Context: an optimization exercise on an open-source flow, tuned for small area, a short achievable clock period and few clock cycles per item. The choices shown serve that exercise and are no tape-out recipe. In this exercise RTL edits were held to simulation tests only and were not proved equivalent to the original. Power and IR drop assume default switching activity.

==> inputs of v23 <==
==> flow/design.v <==
module f16_core (
    input  wire        clk,
    input  wire        rst,         
    input  wire        step,        
    output wire        ready,       
    output wire        mem_req,
    output wire        mem_we,
    output wire [15:0] mem_addr,
    output wire [7:0]  mem_wdata,
    input  wire        mem_gnt,
    input  wire [7:0]  mem_rdata,
    input  wire [3:0]  dbg_sel,
    output wire [15:0] dbg_data
);
    localparam [3:0] S_IDLE  = 4'd0;    
    localparam [3:0] S_FETCH = 4'd1;    
    localparam [3:0] S_LHI   = 4'd2;    
    localparam [3:0] S_LLO   = 4'd3;    
    localparam [3:0] S_JHI   = 4'd4;    
    localparam [3:0] S_JLO   = 4'd5;    
    localparam [3:0] S_REGS  = 4'd6;    
    localparam [3:0] S_ADD   = 4'd7;    
    localparam [3:0] S_AHI   = 4'd8;    
    localparam [3:0] S_ALO   = 4'd9;    
    localparam [3:0] S_REGD  = 4'd10;   
    localparam [3:0] S_RDD   = 4'd11;   
    localparam [3:0] S_WHI   = 4'd12;   
    localparam [3:0] S_WLO   = 4'd13;   
    localparam [3:0] S_RHI   = 4'd14;   
    localparam [3:0] S_RLO   = 4'd15;   
    localparam [3:0] O_MLR = 4'd0;      
    localparam [3:0] O_MRR = 4'd1;      
    localparam [3:0] O_MRM = 4'd2;      
    localparam [3:0] O_MMR = 4'd3;      
    localparam [3:0] O_ADD = 4'd4;      
    localparam [3:0] O_JNE = 4'd5;      
    localparam [3:0] O_PSL = 4'd6;      
    localparam [3:0] O_PSR = 4'd7;      
    localparam [3:0] O_POP = 4'd8;      
    localparam [3:0] O_CLL = 4'd9;      
    localparam [3:0] O_CLR = 4'd10;     
    localparam [3:0] O_RET = 4'd11;     
    reg  [191:0] xr;                    
    reg  [15:0]  sfs;
    reg  [3:0]   state;
    reg  [3:0]   op;
    reg  [15:0]  t;                     
    reg  [15:0]  ma;                    
    reg  [3:0]   c;                     
    reg          ne;                    
    reg          pend;                  
    wire [15:0]  ip  = xr[16*0 +: 16];
    wire [15:0]  acc = xr[16*1 +: 16];
    wire [15:0]  r1  = xr[16*2 +: 16];
    wire [15:0]  sp  = xr[16*10 +: 16];
    wire [15:0]  fp  = xr[16*11 +: 16];
    wire [7:0]   b = mem_rdata;
    wire st_idle  = (state == S_IDLE);
    wire st_fetch = (state == S_FETCH);
    wire st_lhi   = (state == S_LHI);
    wire st_llo   = (state == S_LLO);
    wire st_jhi   = (state == S_JHI);
    wire st_jlo   = (state == S_JLO);
    wire st_regs  = (state == S_REGS);
    wire st_add   = (state == S_ADD);
    wire st_ahi   = (state == S_AHI);
    wire st_alo   = (state == S_ALO);
    wire st_regd  = (state == S_REGD);
    wire st_rdd   = (state == S_RDD);
    wire st_whi   = (state == S_WHI);
    wire st_wlo   = (state == S_WLO);
    wire st_rhi   = (state == S_RHI);
    wire st_rlo   = (state == S_RLO);
    wire is_cal   = (op == O_CLL) | (op == O_CLR);
    wire is_push  = (op == O_PSL) | (op == O_PSR) | is_cal;
    wire is_pop   = (op == O_POP) | (op == O_RET);
    wire is_ret   = (op == O_RET);
    wire dec      = (st_idle & step | st_fetch) & mem_gnt;    
    wire lo_byte  = st_llo | st_jlo | st_alo | st_wlo | st_rlo;
    assign ready    = st_idle;
    assign mem_req  = 1'b1;
    assign mem_addr = (st_idle | st_fetch) ? ip : ma;
    reg  ma_zero;
    always @(posedge clk)
        if (!lo_byte)
            ma_zero <= (ma == 16'hFFFF);
    wire [7:0]  bm   = (lo_byte && ma_zero) ? 8'h00 : b;
    wire [15:0] word = {t[15:8], bm};
    function [2:0] res3;                
        input [1:0] d;
        begin
            res3 = {d == 2'd2, d == 2'd1, d == 2'd0 || d == 2'd3};
        end
    endfunction
    function [2:0] add3;                
        input [2:0] x, y;
        begin
            add3[0] = x[0] & y[0] | x[1] & y[2] | x[2] & y[1];
            add3[1] = x[0] & y[1] | x[1] & y[0] | x[2] & y[2];
            add3[2] = x[0] & y[2] | x[2] & y[0] | x[1] & y[1];
        end
    endfunction
    wire [2:0]  bq = add3(add3(res3(b[3:2]), res3(b[5:4])), res3(b[7:6]));
    wire [3:0]  bl = {b[1:0] == 2'd3, b[1:0] == 2'd2, b[1:0] == 2'd1, b[1:0] == 2'd0};
    wire [11:0] boh = {{4{bq[2]}} & bl, {4{bq[1]}} & bl, {4{bq[0]}} & bl};
    wire [3:0]  bidx = {bq[2], bq[1], bl[3] | bl[2], bl[3] | bl[1]};
    wire [11:0] coh = 12'd1 << c;
    reg [3:0] c_next;
    always @(*) begin
        if (is_ret)
            c_next = (c == 4'd11) ? 4'd0 : (c == 4'd0) ? 4'd9 : c - 4'd1;
        else
            c_next = (c == 4'd9) ? 4'd0 : c + 4'd1;
    end
    function [15:0] add16;
        input [15:0] x, y;
        reg   [15:0] g, p;
        integer i, d;
        begin
            g = x & y;
            p = x ^ y;
            for (d = 1; d < 16; d = d * 2)
                for (i = 15; i >= d; i = i - 1) begin
                    g[i] = g[i] | (p[i] & g[i - d]);
                    p[i] = p[i] & p[i - d];
                end
            add16 = (x ^ y) ^ {g[14:0], 1'b0};
        end
    endfunction
    wire [15:0] sum     = add16(t, rp);
    wire [15:0] acc_now = pend ? t : acc;
    reg [15:0] dbg;
    always @(*) begin
        case (dbg_sel)
            4'd0:  dbg = xr[16*0 +: 16];
            4'd1:  dbg = acc_now;
            4'd2:  dbg = xr[16*2 +: 16];
            4'd3:  dbg = xr[16*3 +: 16];
            4'd4:  dbg = xr[16*4 +: 16];
            4'd5:  dbg = xr[16*5 +: 16];
            4'd6:  dbg = xr[16*6 +: 16];
            4'd7:  dbg = xr[16*7 +: 16];
            4'd8:  dbg = xr[16*8 +: 16];
            4'd9:  dbg = xr[16*9 +: 16];
            4'd10: dbg = xr[16*10 +: 16];
            4'd11: dbg = xr[16*11 +: 16];
            4'd12: dbg = sfs;
            default: dbg = 16'h0000;
        endcase
    end
    assign dbg_data = dbg;
    wire        live = st_regs | st_add;
    wire [3:0]  cl   = {c[1:0] == 2'd3, c[1:0] == 2'd2, c[1:0] == 2'd1, c[1:0] == 2'd0};
    wire [2:0]  ch   = {c[3:2] == 2'd2, c[3:2] == 2'd1, c[3:2] == 2'd0};
    wire [3:0]  rsl  = live ? bl : st_rhi ? 4'b1000 : cl;
    wire [2:0]  rsh  = live ? bq : st_rhi ? 3'b100  : ch;
    reg  [15:0] rg;
    reg  [15:0] rp;
    integer j, k;
    always @(*) begin
        rp = 16'h0000;
        for (j = 0; j < 3; j = j + 1) begin
            rg = 16'h0000;
            for (k = 0; k < 4; k = k + 1)
                rg = rg | (xr[16*(4*j+k) +: 16] & {16{rsl[k]}});
            rp = rp | (rg & {16{rsh[j]}});
        end
    end
    reg [2:0] len;
    always @(*) begin
        case (b)
            8'h10, 8'h12, 8'h13:        len = 3'd4;
            8'h11, 8'h14, 8'h17, 8'h5E: len = 3'd3;
            8'h15:                      len = 3'd5;
            8'h18, 8'h1A, 8'h5F:        len = 3'd2;
            default:                    len = 3'd1;
        endcase
    end
    wire        ret_n   = st_regd & is_ret;                 
    wire [15:0] n2      = {t[14:0], 1'b0};
    wire [15:0] ip_len  = ip + {13'd0, len};
    wire [15:0] sp_add  = sp + (ret_n ? n2 : st_rdd ? 16'h0002 : 16'hFFFE);
    wire        sfs_sub = ~(st_whi | st_wlo);
    wire [14:0] sfs_op  = ret_n ? ~t[14:0] :
                          sfs_sub ? 15'h7FFF : (c == 4'd1) ? 15'h0002 : 15'h0001;
    wire [15:0] sfs_s   = {sfs[15:1], ret_n} + {sfs_op, ret_n};
    wire [15:0] sfs_pm  = {sfs_s[15:1], sfs[0]};
    wire        dec_ret = (b == 8'h60);
    wire [15:0] ma_add  = (dec ? (dec_ret ? fp : ip) : ma) + {14'd0, dec & dec_ret, ~(dec & dec_ret)};
    wire [15:0] wsrc = (is_cal & (c == 4'd3)) ? r1 :
                       (is_cal & (c == 4'd2)) ? sfs : t;
    assign mem_we    = st_whi | (st_wlo & ~ma_zero);
    assign mem_wdata = st_whi ? wsrc[15:8] : wsrc[7:0];
    reg [3:0] dec_op;
    reg [3:0] dec_st;
    always @(*) begin
        dec_op = O_MLR;
        dec_st = S_IDLE;
        case (b)
            8'h10: begin dec_op = O_MLR; dec_st = S_LHI;  end
            8'h11: begin dec_op = O_MRR; dec_st = S_REGS; end
            8'h12: begin dec_op = O_MRM; dec_st = S_REGS; end
            8'h13: begin dec_op = O_MMR; dec_st = S_AHI;  end
            8'h14: begin dec_op = O_ADD; dec_st = S_REGS; end
            8'h15: begin dec_op = O_JNE; dec_st = S_LHI;  end
            8'h17: begin dec_op = O_PSL; dec_st = S_LHI;  end
            8'h18: begin dec_op = O_PSR; dec_st = S_REGS; end
            8'h1A: begin dec_op = O_POP; dec_st = S_RDD;  end
            8'h5E: begin dec_op = O_CLL; dec_st = S_LHI;  end
            8'h5F: begin dec_op = O_CLR; dec_st = S_REGS; end
            8'h60: begin dec_op = O_RET; dec_st = S_RHI;  end
            default: ;
        endcase
    end
    wire g         = mem_gnt;
    wire push_done = g & st_wlo & is_push;
    wire pop_hi    = g & st_rhi & is_pop;
    wire cal_tgt   = g & st_whi & is_cal & (c == 4'd3);    
    wire cal_done  = push_done & is_cal & (c == 4'd2);
    wire ret_fp    = g & st_rhi & is_ret & (c == 4'd0);
    wire load_w    = g & st_rlo & (~is_ret | (c != 4'd11) & (c != 4'd1));
    wire ret_last  = g & ret_n;
    wire jmp_take  = g & st_jlo & ne;
    wire regd      = g & st_regd & ~is_ret;
    wire [11:0] wen = (regd ? boh : 12'd0) | (load_w ? coh : 12'd0);
    wire        w_word = st_rlo | st_jlo | st_alo;
    wire [15:0] gen   = {t[15:8], w_word ? bm : t[7:0]};
    wire        nrst   = ~rst;
    wire [15:0] gen_d  = gen & {16{nrst}};
    wire        acc_en = rst | wen[1] | pend;
    wire [15:0] acc_d  = gen & {16{nrst}};
    wire        ip_en  = rst | wen[0] | jmp_take | cal_done | dec;
    wire [15:0] ip_d   = ((wen[0] | jmp_take) ? gen : cal_done ? fp : ip_len) & {16{nrst}};
    wire        sp_en  = rst | wen[10] | push_done | pop_hi | ret_last;
    wire [15:0] sp_d   = rst ? 16'hFFFE : wen[10] ? gen : pop_hi ? ma : sp_add;
    wire        fp_en  = rst | wen[11] | cal_tgt | ret_fp | cal_done;
    wire [15:0] fp_d   = rst ? 16'hFFFE : (wen[11] | cal_tgt) ? gen :
                         cal_done ? sp_add : sum;
    wire        sfs_en = rst | push_done & ~cal_done | pop_hi | ret_last;
    wire [15:0] sfs_d  = sfs_pm & {16{nrst}};
    integer i;
    always @(posedge clk) begin
        if (ip_en)  xr[16*0 +: 16] <= ip_d;
        if (acc_en) xr[16*1 +: 16] <= acc_d;
        for (i = 2; i < 10; i = i + 1)
            if (rst | wen[i]) xr[16*i +: 16] <= gen_d;
        if (sp_en)  xr[16*10 +: 16] <= sp_d;
        if (fp_en)  xr[16*11 +: 16] <= fp_d;
        if (sfs_en) sfs <= sfs_d;
    end
    always @(posedge clk) begin
        if (rst) begin
            state <= S_IDLE;
        end else if (dec) begin
            state <= dec_st;
        end else if (st_idle) begin
            if (step) state <= S_FETCH;
        end else if (g) begin
            case (state)
                S_LHI:  state <= S_LLO;
                S_LLO:  state <= (op == O_MLR) ? S_REGD :
                                 (op == O_JNE) ? S_JHI  : S_WHI;
                S_JHI:  state <= S_JLO;
                S_REGS: state <= (op == O_MRR) ? S_REGD :
                                 (op == O_MRM) ? S_AHI  :
                                 (op == O_ADD) ? S_ADD  : S_WHI;
                S_AHI:  state <= S_ALO;
                S_ALO:  state <= (op == O_MRM) ? S_WHI : S_RDD;
                S_RDD:  state <= S_RHI;
                S_WHI:  state <= S_WLO;
                S_WLO:  state <= (is_cal && c != 4'd2) ? S_WHI : S_IDLE;
                S_RHI:  state <= S_RLO;
                S_RLO:  state <= (is_ret && c != 4'd1) ? S_RHI :
                                 is_ret ? S_REGD : S_IDLE;
                default: state <= S_IDLE;       
            endcase
        end
    end
    wire [7:0] acc_byte = st_lhi ? acc[15:8] : acc[7:0];
    wire       byte_ne  = (st_lhi ? b : bm) != acc_byte;
    always @(posedge clk)
        pend <= g & st_add & ~rst;
    always @(posedge clk) begin
        if (dec) begin
            op <= dec_op;
            ma <= ma_add;
            c  <= dec_ret ? 4'd11 : 4'd3;
        end
        if (g) begin
            if (st_lhi | st_jhi | st_ahi | st_rhi)
                t[15:8] <= b;
            if (st_llo | st_alo | st_rlo)
                t[7:0] <= bm;
            if (st_regs | st_wlo | st_alo & (op == O_MRM))
                t <= rp;
            if (st_add)
                t <= sum;
            if (st_lhi)
                ne <= byte_ne;
            if (st_llo)
                ne <= ne | byte_ne;
            if (st_lhi | st_llo | st_jhi | st_regs | st_ahi | st_alo |
                st_whi | st_rhi | st_rlo)
                ma <= ma_add;
            if ((st_llo | st_regs) & is_push)
                ma <= sp;
            if (st_alo & (op == O_MRM))
                ma <= word;
            if (st_rdd)
                ma <= (op == O_POP) ? sp_add : t;
            if (st_wlo)
                ma <= sp_add;
            if (st_regs & (op == O_MRM) | st_rdd)
                c <= bidx;
            if (st_wlo | st_rlo)
                c <= c_next;
        end
    end
endmodule
==> flow/run.sh <==
#!/bin/bash
# synth_recipe.tcl (not shown) runs the flow's synth.tcl, then flattens the netlist and writes it again
# the make line also repeats each setting of config.mk as NAME=value (left out here)
make -C /OpenROAD-flow-scripts/flow DESIGN_CONFIG=/design/flow/config.mk WORK_HOME=/design/flow/orfs CLKGATE_MAP_FILE= SYNTH_SCRIPT=/design/flow/synth_recipe.tcl finish
==> flow/config.mk <==
export PLATFORM = sky130hd
export DESIGN_NAME = f16_core
export DESIGN_NICKNAME = f16_core
export VERILOG_FILES = /design/flow/design.v
export SDC_FILE = /design/flow/constraint.sdc
export NUM_CORES = 4
export LEC_CHECK = 0
export CAP_MARGIN = 10
export CORE_MARGIN = 2
export CORE_UTILIZATION = 50
export SETUP_SLACK_MARGIN = 2.9
export SLEW_MARGIN = 10
==> flow/constraint.sdc <==
create_clock -name core_clock -period 8.0 [get_ports {clk}]
set_input_delay 1.6000 -clock core_clock [delete_from_list [all_inputs] [get_ports {clk}]]
set_output_delay 1.6000 -clock core_clock [all_outputs]
set_load 0.01 [all_outputs]
==> v32 (differences from v23) <==
==> flow/design.v, changed modules only <==
module f16_core (
    input  wire        clk,
    input  wire        rst,         
    input  wire        step,        
    output wire        ready,       
    output wire        mem_req,
    output wire        mem_we,
    output wire [15:0] mem_addr,
    output wire [7:0]  mem_wdata,
    input  wire        mem_gnt,
    input  wire [7:0]  mem_rdata,
    input  wire [3:0]  dbg_sel,
    output wire [15:0] dbg_data
);
    localparam [3:0] S_IDLE  = 4'd0;    
    localparam [3:0] S_FETCH = 4'd1;    
    localparam [3:0] S_LHI   = 4'd2;    
    localparam [3:0] S_LLO   = 4'd3;    
    localparam [3:0] S_JHI   = 4'd4;    
    localparam [3:0] S_JLO   = 4'd5;    
    localparam [3:0] S_REGS  = 4'd6;    
    localparam [3:0] S_ADD   = 4'd7;    
    localparam [3:0] S_AHI   = 4'd8;    
    localparam [3:0] S_ALO   = 4'd9;    
    localparam [3:0] S_REGD  = 4'd10;   
    localparam [3:0] S_RDD   = 4'd11;   
    localparam [3:0] S_WHI   = 4'd12;   
    localparam [3:0] S_WLO   = 4'd13;   
    localparam [3:0] S_RHI   = 4'd14;   
    localparam [3:0] S_RLO   = 4'd15;   
    localparam [3:0] O_MLR = 4'd0;      
    localparam [3:0] O_MRR = 4'd1;      
    localparam [3:0] O_MRM = 4'd2;      
    localparam [3:0] O_MMR = 4'd3;      
    localparam [3:0] O_ADD = 4'd4;      
    localparam [3:0] O_JNE = 4'd5;      
    localparam [3:0] O_PSL = 4'd6;      
    localparam [3:0] O_PSR = 4'd7;      
    localparam [3:0] O_POP = 4'd8;      
    localparam [3:0] O_CLL = 4'd9;      
    localparam [3:0] O_CLR = 4'd10;     
    localparam [3:0] O_RET = 4'd11;     
    reg  [191:0] xr;                    
    reg  [15:0]  sfs;
    reg  [3:0]   state;
    reg  [3:0]   op;
    reg  [15:0]  t;                     
    reg  [15:0]  ma;                    
    reg  [3:0]   c;                     
    reg          ne;                    
    reg          pend;                  
    reg          ret_f;                 
    wire [15:0]  ip  = xr[16*0 +: 16];
    wire [15:0]  acc = xr[16*1 +: 16];
    wire [15:0]  r1  = xr[16*2 +: 16];
    wire [15:0]  sp  = xr[16*10 +: 16];
    wire [15:0]  fp  = xr[16*11 +: 16];
    wire [7:0]   b = mem_rdata;
    wire st_idle  = (state == S_IDLE);
    wire st_fetch = (state == S_FETCH);
    wire st_lhi   = (state == S_LHI);
    wire st_llo   = (state == S_LLO);
    wire st_jhi   = (state == S_JHI);
    wire st_jlo   = (state == S_JLO);
    wire st_regs  = (state == S_REGS);
    wire st_add   = (state == S_ADD);
    wire st_ahi   = (state == S_AHI);
    wire st_alo   = (state == S_ALO);
    wire st_regd  = (state == S_REGD);
    wire st_rdd   = (state == S_RDD);
    wire st_whi   = (state == S_WHI);
    wire st_wlo   = (state == S_WLO);
    wire st_rhi   = (state == S_RHI);
    wire st_rlo   = (state == S_RLO);
    wire is_cal   = (op == O_CLL) | (op == O_CLR);
    wire is_push  = (op == O_PSL) | (op == O_PSR) | is_cal;
    wire is_pop   = (op == O_POP) | (op == O_RET);
    wire is_ret   = (op == O_RET);
    wire dec      = (st_idle & step | st_fetch) & mem_gnt;    
    wire lo_byte  = st_llo | st_jlo | st_alo | st_wlo | st_rlo;
    assign ready    = st_idle;
    assign mem_req  = 1'b1;
    assign mem_addr = (st_idle | st_fetch) ? ip : ma;
    wire ma_zero = (ma == 16'h0000);
    wire [7:0]  bm   = (lo_byte && ma_zero) ? 8'h00 : b;
    wire [15:0] word = {t[15:8], bm};
    function [2:0] res3;                
        input [1:0] d;
        begin
            res3 = {d == 2'd2, d == 2'd1, d == 2'd0 || d == 2'd3};
        end
    endfunction
    function [2:0] add3;                
        input [2:0] x, y;
        begin
            add3[0] = x[0] & y[0] | x[1] & y[2] | x[2] & y[1];
            add3[1] = x[0] & y[1] | x[1] & y[0] | x[2] & y[2];
            add3[2] = x[0] & y[2] | x[2] & y[0] | x[1] & y[1];
        end
    endfunction
    wire [2:0]  bq = add3(add3(res3(b[3:2]), res3(b[5:4])), res3(b[7:6]));
    wire [3:0]  bl = {b[1:0] == 2'd3, b[1:0] == 2'd2, b[1:0] == 2'd1, b[1:0] == 2'd0};
    wire [11:0] boh = {{4{bq[2]}} & bl, {4{bq[1]}} & bl, {4{bq[0]}} & bl};
    wire [3:0]  bidx = {bq[2], bq[1], bl[3] | bl[2], bl[3] | bl[1]};
    wire [11:0] coh = 12'd1 << c;
    reg [3:0] c_next;
    always @(*) begin
        if (is_ret)
            c_next = (c == 4'd11) ? 4'd0 : (c == 4'd0) ? 4'd9 : c - 4'd1;
        else
            c_next = (c == 4'd9) ? 4'd0 : c + 4'd1;
    end
    function [15:0] add16;
        input [15:0] x, y;
        reg   [15:0] g, p;
        integer i, d;
        begin
            g = x & y;
            p = x ^ y;
            for (d = 1; d < 16; d = d * 2)
                for (i = 15; i >= d; i = i - 1) begin
                    g[i] = g[i] | (p[i] & g[i - d]);
                    p[i] = p[i] & p[i - d];
                end
            add16 = (x ^ y) ^ {g[14:0], 1'b0};
        end
    endfunction
    wire [15:0] sum     = add16(t, ret_f ? fp : ma);
    wire [15:0] acc_now = pend ? sum : acc;
    reg [15:0] dbg;
    always @(*) begin
        case (dbg_sel)
            4'd0:  dbg = xr[16*0 +: 16];
            4'd1:  dbg = acc_now;
            4'd2:  dbg = xr[16*2 +: 16];
            4'd3:  dbg = xr[16*3 +: 16];
            4'd4:  dbg = xr[16*4 +: 16];
            4'd5:  dbg = xr[16*5 +: 16];
            4'd6:  dbg = xr[16*6 +: 16];
            4'd7:  dbg = xr[16*7 +: 16];
            4'd8:  dbg = xr[16*8 +: 16];
            4'd9:  dbg = xr[16*9 +: 16];
            4'd10: dbg = xr[16*10 +: 16];
            4'd11: dbg = xr[16*11 +: 16];
            4'd12: dbg = sfs;
            default: dbg = 16'h0000;
        endcase
    end
    assign dbg_data = dbg;
    wire        live = st_regs | st_add;
    wire [11:0] roh  = live ? boh : st_rhi ? 12'h800 : coh;
    reg  [15:0] rp;
    integer k;
    always @(*) begin
        rp = 16'h0000;
        for (k = 0; k < 12; k = k + 1)
            rp = rp | (xr[16*k +: 16] & {16{roh[k]}});
    end
    reg [2:0] len;
    always @(*) begin
        case (b)
            8'h10, 8'h12, 8'h13:        len = 3'd4;
            8'h11, 8'h14, 8'h17, 8'h5E: len = 3'd3;
            8'h15:                      len = 3'd5;
            8'h18, 8'h1A, 8'h5F:        len = 3'd2;
            default:                    len = 3'd1;
        endcase
    end
    wire        ret_n   = st_rlo & is_ret & (c == 4'd1);    
    wire [15:0] n2      = {word[14:0], 1'b0};
    wire [15:0] ip_len  = ip + {13'd0, len};
    wire [15:0] sp_add  = sp + (ret_n ? n2 : st_rdd ? 16'h0002 : 16'hFFFE);
    wire        sfs_sub = ~(st_whi | st_wlo);
    wire [14:0] sfs_op  = ret_n ? ~word[14:0] :
                          sfs_sub ? 15'h7FFF : (c == 4'd1) ? 15'h0002 : 15'h0001;
    wire [15:0] sfs_s   = {sfs[15:1], ret_n} + {sfs_op, ret_n};
    wire [15:0] sfs_pm  = {sfs_s[15:1], sfs[0]};
    wire        dec_ret = (b == 8'h60);
    wire [15:0] ma_add  = (dec ? (dec_ret ? fp : ip) : ma) + {14'd0, dec & dec_ret, ~(dec & dec_ret)};
    wire [15:0] wsrc = (is_cal & (c == 4'd3)) ? r1 :
                       (is_cal & (c == 4'd2)) ? sfs : t;
    assign mem_we    = st_whi | (st_wlo & ~ma_zero);
    assign mem_wdata = st_whi ? wsrc[15:8] : wsrc[7:0];
    reg [3:0] dec_op;
    reg [3:0] dec_st;
    always @(*) begin
        dec_op = O_MLR;
        dec_st = S_IDLE;
        case (b)
            8'h10: begin dec_op = O_MLR; dec_st = S_LHI;  end
            8'h11: begin dec_op = O_MRR; dec_st = S_REGS; end
            8'h12: begin dec_op = O_MRM; dec_st = S_REGS; end
            8'h13: begin dec_op = O_MMR; dec_st = S_AHI;  end
            8'h14: begin dec_op = O_ADD; dec_st = S_REGS; end
            8'h15: begin dec_op = O_JNE; dec_st = S_LHI;  end
            8'h17: begin dec_op = O_PSL; dec_st = S_LHI;  end
            8'h18: begin dec_op = O_PSR; dec_st = S_REGS; end
            8'h1A: begin dec_op = O_POP; dec_st = S_RDD;  end
            8'h5E: begin dec_op = O_CLL; dec_st = S_LHI;  end
            8'h5F: begin dec_op = O_CLR; dec_st = S_REGS; end
            8'h60: begin dec_op = O_RET; dec_st = S_RHI;  end
            default: ;
        endcase
    end
    wire g         = mem_gnt;
    wire push_done = g & st_wlo & is_push;
    wire pop_hi    = g & st_rhi & is_pop;
    wire cal_tgt   = g & st_whi & is_cal & (c == 4'd3);    
    wire cal_done  = push_done & is_cal & (c == 4'd2);
    wire ret_fp    = g & st_rhi & is_ret & (c == 4'd0);
    wire load_w    = g & st_rlo & (~is_ret | (c != 4'd11) & (c != 4'd1));
    wire ret_last  = g & ret_n;
    wire jmp_take  = g & st_jlo & ne;
    wire regd      = g & st_regd;
    wire [11:0] wen = (regd ? boh : 12'd0) | (load_w ? coh : 12'd0);
    wire        w_word = st_rlo | st_jlo | st_alo;
    wire [15:0] gen   = {t[15:8], w_word ? bm : t[7:0]};
    wire        nrst   = ~rst;
    wire [15:0] gen_d  = gen & {16{nrst}};
    wire        acc_en = rst | wen[1] | pend;
    wire [15:0] acc_d  = (pend ? sum : gen) & {16{nrst}};
    wire        ip_en  = rst | wen[0] | jmp_take | cal_done | dec;
    wire [15:0] ip_d   = ((wen[0] | jmp_take) ? gen : cal_done ? fp : ip_len) & {16{nrst}};
    wire        sp_en  = rst | wen[10] | push_done | pop_hi | ret_last;
    wire [15:0] sp_d   = rst ? 16'hFFFE : wen[10] ? gen : pop_hi ? ma : sp_add;
    wire        fp_en  = rst | wen[11] | cal_tgt | ret_fp | cal_done;
    wire [15:0] fp_d   = rst ? 16'hFFFE : (wen[11] | cal_tgt) ? gen :
                         cal_done ? sp_add : sum;
    wire        sfs_en = rst | push_done & ~cal_done | pop_hi | ret_last;
    wire [15:0] sfs_d  = sfs_pm & {16{nrst}};
    integer i;
    always @(posedge clk) begin
        if (ip_en)  xr[16*0 +: 16] <= ip_d;
        if (acc_en) xr[16*1 +: 16] <= acc_d;
        for (i = 2; i < 10; i = i + 1)
            if (rst | wen[i]) xr[16*i +: 16] <= gen_d;
        if (sp_en)  xr[16*10 +: 16] <= sp_d;
        if (fp_en)  xr[16*11 +: 16] <= fp_d;
        if (sfs_en) sfs <= sfs_d;
    end
    always @(posedge clk) begin
        if (rst) begin
            state <= S_IDLE;
        end else if (dec) begin
            state <= dec_st;
        end else if (st_idle) begin
            if (step) state <= S_FETCH;
        end else if (g) begin
            case (state)
                S_LHI:  state <= S_LLO;
                S_LLO:  state <= (op == O_MLR) ? S_REGD :
                                 (op == O_JNE) ? S_JHI  : S_WHI;
                S_JHI:  state <= S_JLO;
                S_REGS: state <= (op == O_MRR) ? S_REGD :
                                 (op == O_MRM) ? S_AHI  :
                                 (op == O_ADD) ? S_ADD  : S_WHI;
                S_AHI:  state <= S_ALO;
                S_ALO:  state <= (op == O_MRM) ? S_WHI : S_RDD;
                S_RDD:  state <= S_RHI;
                S_WHI:  state <= S_WLO;
                S_WLO:  state <= (is_cal && c != 4'd2) ? S_WHI : S_IDLE;
                S_RHI:  state <= S_RLO;
                S_RLO:  state <= (is_ret && c != 4'd1) ? S_RHI : S_IDLE;
                default: state <= S_IDLE;       
            endcase
        end
    end
    wire [7:0] acc_byte = st_lhi ? acc[15:8] : acc[7:0];
    wire       byte_ne  = (st_lhi ? b : bm) != acc_byte;
    always @(posedge clk)
        pend <= g & st_add & ~rst;
    always @(posedge clk) begin
        if (dec) begin
            op <= dec_op;
            ret_f <= dec_ret;
            ma <= ma_add;
            c  <= dec_ret ? 4'd11 : 4'd3;
        end
        if (g) begin
            if (st_lhi | st_jhi | st_ahi | st_rhi)
                t[15:8] <= b;
            if (st_llo | st_alo | st_rlo)
                t[7:0] <= bm;
            if (st_regs | st_add | st_wlo | st_alo & (op == O_MRM))
                t <= rp;
            if (st_lhi)
                ne <= byte_ne;
            if (st_llo)
                ne <= ne | byte_ne;
            if (st_lhi | st_llo | st_jhi | st_regs | st_ahi | st_alo |
                st_whi | st_rhi | st_rlo)
                ma <= ma_add;
            if ((st_llo | st_regs) & is_push)
                ma <= sp;
            if (st_alo & (op == O_MRM))
                ma <= word;
            if (st_add)
                ma <= gen;              
            if (st_rdd)
                ma <= (op == O_POP) ? sp_add : t;
            if (st_wlo)
                ma <= sp_add;
            if (st_regs & (op == O_MRM) | st_rdd)
                c <= bidx;
            if (st_wlo | st_rlo)
                c <= c_next;
        end
    end
endmodule
- ABC_CLOCK_PERIOD_IN_PS: not set -> 4500
- CAP_MARGIN: 10 -> 20
- CORE_UTILIZATION: 50 -> 40
- SETUP_SLACK_MARGIN: 2.9 -> 3.5
- SLEW_MARGIN: 10 -> 20
==> flow_summary_export.csv <==
group,metric,value,unit
outcome,status,"finished clean",
global_routing,use_met2,65.10,%
setup_path,critPathMaxFanout,5,
power,combPwrFrac,34.9,%
setup_path,r2r-start,"state[1]",
cells_and_area,nets,2207,
route,drt_pass1_iterations,8,
(the above is from v23)
==> flow_summary_export.csv <==
group,metric,value,unit
outcome,status,"finished clean",
global_routing,use_met2,50.50,%
power,combPwrFrac,51.0,%
setup_path,critPathMaxFanout,3,
cells_and_area,nets,2308,
setup_path,r2r-start,"c[0]",
route,drt_pass1_iterations,7,
(the above is from v32)
Testbench counts of v23, summed over its fixed seeds: cycles 112,608, instrs 24,000.
Testbench counts of v32, summed over its fixed seeds: cycles 112,384, instrs 24,000.

port drivers added, routing unchanged:
The flow's constraints put no driver on any port. The routed layouts listed below were extracted and timed again, unchanged, in two steps. Step 1 (the two cells are an assumption about what drives the block):
set clk [get_ports {clk}]
set_driving_cell -lib_cell sky130_fd_sc_hd__clkbuf_16 $clk
set_driving_cell -lib_cell sky130_fd_sc_hd__buf_2 [delete_from_list [all_inputs] $clk]
Step 2 adds t to the input delays and takes it off the output delays; t is the mean of the earliest and latest rising clock arrival at the registers after step 1. Input paths then give back, and output paths get back, about the clock's delay inside the block. Slacks: no drivers / after step 1 / after step 2; pairs: no drivers / after step 1.
| run | t, ns | setup WS [ns] | worst hold slack (ns) | worst register clock-pin slew, ns |
|---|---|---|---|---|
| v23 | 0.675 | 2.752 / 2.743 / 2.068 | 0.561 / 0.561 / 0.561 | 0.07 / 0.07 |
| v32 | 0.647 | 2.465 / 2.410 / 2.935 | 0.570 / 0.570 / 0.570 | 0.07 / 0.07 |
After both steps setup and hold are still met in every run listed. For v23, which loses most, drivers alone change the setup slack by -0.009 ns; drivers and shift together by -0.684 ns.
